From an optimization exercise on the open Yosys and OpenROAD flow, aimed at small area; shortcuts taken in it are not production practice.
In this exercise RTL edits were held to simulation tests only and were not proved equivalent to the original.
The clock port is modelled as an ideal driver; clocking choices that lean on that would not hold on a real chip.
No activity file was given, so power comes from the tool's default toggle rates.

==> module b64_enc, before the edit <==
module b64_enc (
    input  wire        clk,
    input  wire        rst,
    input  wire        in_valid,
    input  wire [9:0]  in_data,
    output wire        in_ready,
    output wire        out_valid,
    output wire [32:0] out_data,
    input  wire        out_ready,
    output wire        busy
);
    localparam [7:0] PAD_CODE = 8'h3D;
    reg [1:0] e_cnt;       
    reg       e_end;       
    reg       e_active;
    reg [6:0] e_c0n;       
    wire [6:0] e_c0 = ~e_c0n;
    reg [1:0] e_b0;        
    reg [7:0] e_b1, e_b2;
    wire is_last = in_data[9];
    wire is_byte = !in_data[8];
    wire full    = (e_cnt == 2'd3);
    assign out_valid = full || e_end;
    assign in_ready  = !out_valid;
    assign busy      = e_active;
    wire accept = in_valid && in_ready;
    wire pop    = out_valid && out_ready;
    wire data   = (e_cnt != 2'd0);    
    wire       first = (e_cnt == 2'd0);
    wire [7:0] ax, a1, a3;
    b64_alpha u_ax (.idx(first ? in_data[7:2] : {e_b1[3:0], full ? e_b2[7:6] : 2'h0}), .code(ax));
    b64_alpha u_a1 (.idx({e_b0, e_cnt[1] ? e_b1[7:4] : 4'h0}), .code(a1));
    b64_alpha u_a3 (.idx(e_b2[5:0]), .code(a3));
    wire [7:0] a0 = {1'b0, e_c0};
    wire [7:0] a2 = ax;
    wire [7:0] c2 = (e_cnt == 2'd1) ? PAD_CODE : a2;
    wire [7:0] c3 = full ? a3 : PAD_CODE;
    assign out_data = data ? {1'b0, a0, a1, c2, c3} : {1'b1, 32'h0};
    always @(posedge clk) begin
        if (first) begin
            e_c0n <= ~ax[6:0];
            e_b0 <= in_data[1:0];
        end
        if (e_cnt == 2'd1) e_b1 <= in_data[7:0];
        if (e_cnt == 2'd2) e_b2 <= in_data[7:0];
    end
    always @(posedge clk) begin
        if (rst) begin
            e_cnt    <= 2'd0;
            e_end    <= 1'b0;
            e_active <= 1'b0;
        end else if (accept) begin
            if (is_byte)
                e_cnt <= e_cnt + 2'd1;
            if (is_last) begin
                e_end    <= 1'b1;
                e_active <= 1'b0;
            end else if (is_byte) begin
                e_active <= 1'b1;
            end
        end else if (pop) begin
            if (data)
                e_cnt <= 2'd0;
            else
                e_end <= 1'b0;
        end
    end
endmodule
==> module b64_dec, before the edit <==
module b64_dec (
    input  wire        clk,
    input  wire        rst,
    input  wire        in_valid,
    input  wire [22:0] in_data,
    output wire        in_ready,
    output wire        out_valid,
    output wire [27:0] out_data,
    input  wire        out_ready,
    output wire        busy
);
    reg  [1:0] d_pos;
    reg  [5:0] d_v0n, d_v1n, d_v2n, d_v3n;   
    wire [5:0] d_v0 = ~d_v0n, d_v1 = ~d_v1n, d_v2 = ~d_v2n, d_v3 = ~d_v3n;
    reg        d_pad2;      
    reg        d_err;       
    reg        d_hold;      
    reg        d_full;      
    reg        d_end;       
    reg        d_active;
    wire is_last = in_data[22];
    wire is_char = !in_data[21];
    assign out_valid = d_full || d_end;
    assign in_ready  = !out_valid;
    assign busy      = d_active;
    wire accept = in_valid && in_ready;
    wire pop    = out_valid && out_ready;
    wire       k_val, k_pad;
    wire [5:0] k_v;
    b64_rev u_rev (.c(in_data[20:0]), .is_val(k_val), .is_pad(k_pad), .val(k_v));
    wire       len_err = (d_pos != 2'd0);
    wire       dat     = d_full || d_hold;
    wire       two     = d_full || !d_pad2;
    wire [1:0] n       = {d_full || (d_hold && !d_pad2), d_full || (d_hold && d_pad2)};
    wire [1:0] status  = dat ? 2'b00 : {len_err || d_err, !len_err};
    wire [7:0] ob0 = dat         ? {d_v0, d_v1[5:4]}        : 8'h00;
    wire [7:0] ob1 = (dat & two) ? {d_v1[3:0], d_v2[5:2]}   : 8'h00;
    wire [7:0] ob2 = d_full      ? {d_v2[1:0], d_v3}        : 8'h00;
    assign out_data = {status, n, ob0, ob1, ob2};
    always @(posedge clk) begin
        if (d_pos == 2'd0 && !d_hold && !d_full) d_v0n <= ~k_v;
        if (d_pos == 2'd1) d_v1n <= ~k_v;
        if (d_pos == 2'd2) d_v2n <= ~k_v;
        if (d_pos == 2'd3) d_v3n <= ~k_v;
    end
    always @(posedge clk) begin
        if (rst || (pop && !dat)) begin
            d_pos    <= 2'd0;
            d_pad2   <= 1'b0;
            d_err    <= 1'b0;
            d_hold   <= 1'b0;
            d_full   <= 1'b0;
            d_end    <= 1'b0;
            d_active <= 1'b0;
        end else if (pop) begin
            d_full <= 1'b0;
            if (!d_full)
                d_hold <= 1'b0;
        end else if (accept) begin
            if (is_char) begin
                d_pos <= d_pos + 2'd1;
                if (!d_err) begin
                    if (d_hold) begin
                        d_err  <= 1'b1;
                        d_hold <= 1'b0;
                    end else begin
                        case (d_pos)
                            2'd0, 2'd1: if (!k_val) d_err <= 1'b1;
                            2'd2: if (k_pad) d_pad2 <= 1'b1;
                                  else if (!k_val) d_err <= 1'b1;
                            default:
                                if (k_val && !d_pad2) d_full <= 1'b1;
                                else if (k_pad) d_hold <= 1'b1;
                                else d_err <= 1'b1;
                        endcase
                    end
                end
            end
            if (is_last) begin
                d_end    <= 1'b1;
                d_active <= 1'b0;
            end else if (is_char) begin
                d_active <= 1'b1;
            end
        end
    end
endmodule
clock: 5.0 ns
lec_check: 0
cap_margin: 20
core_margin: 2
core_utilization: 40
slew_margin: 20
buffer_ports_args: -buffer_cell sky130_fd_sc_hd__buf_1
cts_args: -sink_clustering_enable -repair_clock_nets -dont_use_dummy_load -buf_list sky130_fd_sc_hd__clkbuf_4 -root_buf sky130_fd_sc_hd__clkbuf_4
post_cts_tcl: /design/flow/flow/post_cts.tcl
standard.sh (not shown) runs the stock make flow with config.mk's settings and CLKGATE_MAP_FILE= SYNTH_SCRIPT=/design/flow/synth_recipe.tcl, a recipe that flattens the netlist after the stock synthesis.
==> flow/flow/run.sh <==
#!/bin/bash
# Own layout flow: the standard layout (standard.sh) with
#  - the standard synthesis script, but ABC run with an area-oriented script
#    (flow/area.script) and adders left to ABC instead of the adder cells;
#  - port buffers of the smallest buffer cell;
#  - a clock tree of small clock buffers without dummy loads, each clock
#    buffer then sized to the smallest that keeps its loads' slew low
#    (flow/post_cts.tcl).
# Each tool's output goes to a log file in the work folder.
set -euo pipefail
W=$(pwd)
cat > "$W/own_synth.tcl" <<EOF
proc abc {args} {
  set i [lsearch -exact \$args -script]
  if {\$i >= 0} { lset args [expr {\$i+1}] $W/flow/area.script }
  yosys abc {*}\$args
}
source $W/synth_recipe.tcl
EOF
cat >> config.mk <<'EOF'
export BUFFER_PORTS_ARGS = -buffer_cell sky130_fd_sc_hd__buf_1
export CTS_ARGS = -sink_clustering_enable -repair_clock_nets -dont_use_dummy_load -buf_list sky130_fd_sc_hd__clkbuf_4 -root_buf sky130_fd_sc_hd__clkbuf_4
EOF
echo "export POST_CTS_TCL = $W/flow/post_cts.tcl" >> config.mk
bash standard.sh SYNTH_SCRIPT="$W/own_synth.tcl" ADDER_MAP_FILE= finish > standard.log 2>&1
Other scripts of this flow, unchanged in this note and not shown: flow/flow/area.script, flow/flow/post_cts.tcl
Then changed:
--- a/flow/design.v
+++ b/flow/design.v
@@ -39,14 +39,13 @@
     output wire        busy
 );
     localparam [7:0] PAD_CODE = 8'h3D;
     reg [1:0] e_cnt;       
     reg       e_end;       
     reg       e_active;
-    reg [6:0] e_c0n;       
-    wire [6:0] e_c0 = ~e_c0n;
+    reg [6:0] e_c0;        
     reg [1:0] e_b0;        
     reg [7:0] e_b1, e_b2;
     wire is_last = in_data[9];
     wire is_byte = !in_data[8];
     wire full    = (e_cnt == 2'd3);
     assign out_valid = full || e_end;
@@ -64,13 +63,13 @@
     wire [7:0] a2 = ax;
     wire [7:0] c2 = (e_cnt == 2'd1) ? PAD_CODE : a2;
     wire [7:0] c3 = full ? a3 : PAD_CODE;
     assign out_data = data ? {1'b0, a0, a1, c2, c3} : {1'b1, 32'h0};
     always @(posedge clk) begin
         if (first) begin
-            e_c0n <= ~ax[6:0];
+            e_c0 <= ax[6:0];
             e_b0 <= in_data[1:0];
         end
         if (e_cnt == 2'd1) e_b1 <= in_data[7:0];
         if (e_cnt == 2'd2) e_b2 <= in_data[7:0];
     end
     always @(posedge clk) begin
@@ -104,14 +103,13 @@
     output wire        out_valid,
     output wire [27:0] out_data,
     input  wire        out_ready,
     output wire        busy
 );
     reg  [1:0] d_pos;
-    reg  [5:0] d_v0n, d_v1n, d_v2n, d_v3n;   
-    wire [5:0] d_v0 = ~d_v0n, d_v1 = ~d_v1n, d_v2 = ~d_v2n, d_v3 = ~d_v3n;
+    reg  [5:0] d_v0, d_v1, d_v2, d_v3;
     reg        d_pad2;      
     reg        d_err;       
     reg        d_hold;      
     reg        d_full;      
     reg        d_end;       
     reg        d_active;
@@ -132,16 +130,16 @@
     wire [1:0] status  = dat ? 2'b00 : {len_err || d_err, !len_err};
     wire [7:0] ob0 = dat         ? {d_v0, d_v1[5:4]}        : 8'h00;
     wire [7:0] ob1 = (dat & two) ? {d_v1[3:0], d_v2[5:2]}   : 8'h00;
     wire [7:0] ob2 = d_full      ? {d_v2[1:0], d_v3}        : 8'h00;
     assign out_data = {status, n, ob0, ob1, ob2};
     always @(posedge clk) begin
-        if (d_pos == 2'd0 && !d_hold && !d_full) d_v0n <= ~k_v;
-        if (d_pos == 2'd1) d_v1n <= ~k_v;
-        if (d_pos == 2'd2) d_v2n <= ~k_v;
-        if (d_pos == 2'd3) d_v3n <= ~k_v;
+        if (d_pos == 2'd0 && !d_hold && !d_full) d_v0 <= k_v;
+        if (d_pos == 2'd1) d_v1 <= k_v;
+        if (d_pos == 2'd2) d_v2 <= k_v;
+        if (d_pos == 2'd3) d_v3 <= k_v;
     end
     always @(posedge clk) begin
         if (rst || (pop && !dat)) begin
             d_pos    <= 2'd0;
             d_pad2   <= 1'b0;
             d_err    <= 1'b0;
Result:
- core utilization is lower by 1.1 points
- total power grows by 2.1%
- critical path depth drops by 1
- design area went up by 3.2%
- area after synthesis goes up by 3.6%
- setup slack gains 0.0039 ns
- clock-buffer cell count stays the same

[afterwards: timing with drivers on the ports]
Ports are ideal in the flow. The routed layouts listed here were re-timed in OpenROAD. Step 1: set_driving_cell puts a clkbuf_16 on clk and a buf_2 on each other input, an assumption about the parent block. Step 2 adds t to the input delays and takes it off the output delays; t is the mean of the earliest and latest rising clock arrival at the registers after step 1. Input paths then give back, and output paths get back, about the clock's delay inside the block. a / b / c = ideal / step 1 / step 2; a / b = the first two.
run	t (ns)	setup slack, ns	hold slack, ns
the first run	0.345	0.453 / 0.424 / 0.549	0.480 / 0.480 / 0.480
the second run	0.338	0.457 / 0.407 / 0.407	0.500 / 0.500 / 0.500
After both steps setup and hold are still met in every run listed. For the second run, which loses most, drivers alone change the setup slack by -0.050 ns; drivers and shift together by -0.050 ns.
